This design comes from an exercise in tuning for small area, a short achievable clock period and few clock cycles on the open sky130 flow, not from production work. Function was checked by simulation only, so behaviour that the tests miss may differ from the original. Power is estimated from default activity; no workload was simulated.

## wip/willow
Design dbrc, start of the top module:
module dbrc (
    input  wire         clk,
    input  wire         rst,
    input  wire         cmd_valid,
    output wire         cmd_ready,
    input  wire [127:0] cmd_data,
    output reg          rsp_valid,
    output wire [135:0] rsp_data,
    output wire         alloc_req,
    output wire [31:0]  alloc_count,
    input  wire         alloc_ack,
    input  wire [31:0]  alloc_addr,
    output wire         mem_req,
    output wire         mem_we,
    output wire [31:0]  mem_addr,
    output wire [31:0]  mem_wdata,
    input  wire         mem_gnt,
    input  wire [31:0]  mem_rdata,
    output wire         fatal
);
Size in the first run: ~3600 cells after synthesis, roughly 570 flip-flops, about 440 I/O pins.
Settings: LEC_CHECK=0, CAP_MARGIN=20, CORE_MARGIN=2, CORE_UTILIZATION=40, PLACE_DENSITY=0.6, SLEW_MARGIN=20; clock period 11.0 ns.
standard.sh (not shown) runs the stock make flow with config.mk's settings and CLKGATE_MAP_FILE= SYNTH_SCRIPT=/design/flow/synth_recipe.tcl, a recipe that flattens the netlist after the stock synthesis.
==> flow/flow/run.sh <==
#!/bin/bash
# Own layout flow: the standard ORFS layout (standard.sh, with the standard
# synthesis unchanged) with two changes in how the layout is made:
#  * the port buffers are buf_2 cells instead of the delay-cell buffers that
#    buffer_ports picks by default (every port still gets its own buffer);
#  * repair_timing aims for 7.5 ns of setup margin at the design's clock,
#    so the layout is optimised beyond the 11 ns the SDC asks for.
# The SDC, clock period and I/O constraints are the design's, untouched.
# make's full output goes to standard.log in the work folder.
set -euo pipefail
export BUFFER_PORTS_ARGS="-buffer_cell sky130_fd_sc_hd__buf_2"
bash standard.sh "BUFFER_PORTS_ARGS=$BUFFER_PORTS_ARGS" SETUP_SLACK_MARGIN=7.5 finish > standard.log 2>&1
Testbench counts of wip/willow, summed over its fixed seeds: cycles 251,090.
Modified inputs, wip/lagoon compared to wip/willow
==> flow/flow/run.sh <==
#!/bin/bash
# Own layout flow: the standard ORFS layout (standard.sh, with the standard
# synthesis unchanged) with two changes in how the layout is made:
#  * the port buffers are buf_2 cells instead of the delay-cell buffers that
#    buffer_ports picks by default (every port still gets its own buffer);
#  * repair_timing aims for 7.2 ns of setup margin at the design's clock,
#    so the layout is optimised beyond the 11 ns the SDC asks for.
# The SDC, clock period and I/O constraints are the design's, untouched.
# make's full output goes to standard.log in the work folder.
set -euo pipefail
export BUFFER_PORTS_ARGS="-buffer_cell sky130_fd_sc_hd__buf_2"
bash standard.sh "BUFFER_PORTS_ARGS=$BUFFER_PORTS_ARGS" SETUP_SLACK_MARGIN=7.2 finish > standard.log 2>&1
==> run summary <==
- For wip/lagoon, the classification of the worst setup path was flop to flop, unlike wip/willow, where it was input pin to flop.
- Final area: wip/lagoon lower than wip/willow
- Worst-path maximum fanout: wip/lagoon vs wip/willow up 28
- Diff wip/willow -> wip/lagoon | non-clock buffer count | decrease of 7.8%
- The relative contribution of combinational cells to total power number comes out higher for wip/willow vs wip/lagoon.
- Summary of wip/lagoon over wip/willow: routed wire length decreased by 3.2% relative to the old numbers; via count of the routed design now sits lower.
- wip/lagoon has count of cells resized by post-cts repair below what wip/willow had.

---

before:
dbrc again, from the RTL that the note above started with.
// dbrc
module dbrc (
    input  wire         clk,
    input  wire         rst,
    input  wire         cmd_valid,
    output wire         cmd_ready,
    input  wire [127:0] cmd_data,
    output reg          rsp_valid,
    output wire [135:0] rsp_data,
    output wire         alloc_req,
    output wire [31:0]  alloc_count,
    input  wire         alloc_ack,
    input  wire [31:0]  alloc_addr,
    output wire         mem_req,
    output wire         mem_we,
    output wire [31:0]  mem_addr,
    output wire [31:0]  mem_wdata,
    input  wire         mem_gnt,
    input  wire [31:0]  mem_rdata,
    output wire         fatal
);
Settings: LEC_CHECK=0, CAP_MARGIN=20, CORE_MARGIN=2, CORE_UTILIZATION=55, PLACE_DENSITY=0.7, SLEW_MARGIN=20; clock period 11.0 ns.
==> flow/flow/run.sh <==
#!/bin/bash
# Own layout flow: the standard ORFS layout (standard.sh, with the standard
# synthesis unchanged) with two changes in how the layout is made:
#  * the port buffers are buf_2 cells instead of the delay-cell buffers that
#    buffer_ports picks by default (every port still gets its own buffer);
#  * repair_timing aims for 7.7 ns of setup margin at the design's clock,
#    so the layout is optimised beyond the 11 ns the SDC asks for.
# The SDC, clock period and I/O constraints are the design's, untouched.
# make's full output goes to standard.log in the work folder.
set -euo pipefail
export BUFFER_PORTS_ARGS="-buffer_cell sky130_fd_sc_hd__buf_2"
bash standard.sh "BUFFER_PORTS_ARGS=$BUFFER_PORTS_ARGS" SETUP_SLACK_MARGIN=7.7 finish > standard.log 2>&1
before ended with every stage complete and zero timing, DRC or antenna violations.
Testbench counts of before, summed over its fixed seeds: cycles 251,090.
--- input diff before..after ---
==> flow/flow/run.sh <==
#!/bin/bash
# Own layout flow: the standard ORFS layout (standard.sh, with the standard
# synthesis unchanged) with two changes in how the layout is made:
#  * the port buffers are buf_2 cells instead of the delay-cell buffers that
#    buffer_ports picks by default (every port still gets its own buffer);
#  * repair_timing aims for 7.35 ns of setup margin at the design's clock,
#    so the layout is optimised beyond the 11 ns the SDC asks for.
# The SDC, clock period and I/O constraints are the design's, untouched.
# make's full output goes to standard.log in the work folder.
set -euo pipefail
export BUFFER_PORTS_ARGS="-buffer_cell sky130_fd_sc_hd__buf_2"
bash standard.sh "BUFFER_PORTS_ARGS=$BUFFER_PORTS_ARGS" SETUP_SLACK_MARGIN=7.35 finish > standard.log 2>&1
-- flow/config.mk --
<<< before, line 8
export CAP_MARGIN = 20
export CORE_MARGIN = 2
export CORE_UTILIZATION = 55
export PLACE_DENSITY = 0.7
export SLEW_MARGIN = 20
>>> after, line 8
export CAP_MARGIN = 20
export CORE_MARGIN = 2
export CORE_UTILIZATION = 40
export PLACE_DENSITY = 0.6
export SLEW_MARGIN = 20
==> run summary <==
Per the comparison of after with before, number of search-and-repair iterations in the first detailed-routing pass went up, hold slack about even.
before ended up with met5 as its top layer reached by signal wires; after ended up with met4.
after ended up with mem_gnt as its beginning of the critical path; before ended up with st[0].
Delta (after minus before): buffering overhead now sits lower; number of antenna violations at the first check in global routing shrank by 4; clock-buffer cell count went down 11; met2 routing resource usage after global routing went down 13 points; setup slack now sits lower.
Sort before and after by utilization, descending, and before comes first.

-- afterwards: timing with drivers on the ports --
No port has a modelled driver above. Below, the same layouts with a new extraction and two added sets of constraints. Step 1, drivers: a clkbuf_16 drives clk and a buf_2 each remaining input, both assumed. Step 2 adds t to the input delays and takes it off the output delays; t is the mean of the earliest and latest rising clock arrival at the registers after step 1. Input paths then give back, and output paths get back, about the clock's delay inside the block. Slacks: ideal ports / drivers / drivers and shift; pairs: ideal ports / drivers.
run	t (ns)	setup slack, ns	clock arrival spread, ns
wip/willow	0.718	7.290 / 7.242 / 6.524	0.018 / 0.018
wip/lagoon	0.710	7.202 / 7.139 / 6.428	0.020 / 0.019
before	0.720	7.328 / 7.261 / 6.544	0.040 / 0.041
after	0.714	7.284 / 7.203 / 6.489	0.020 / 0.021
After both steps setup and hold are still met in every run listed. The setup slack of after, which loses most, moves by -0.081 ns with the drivers and by -0.795 ns with both steps.
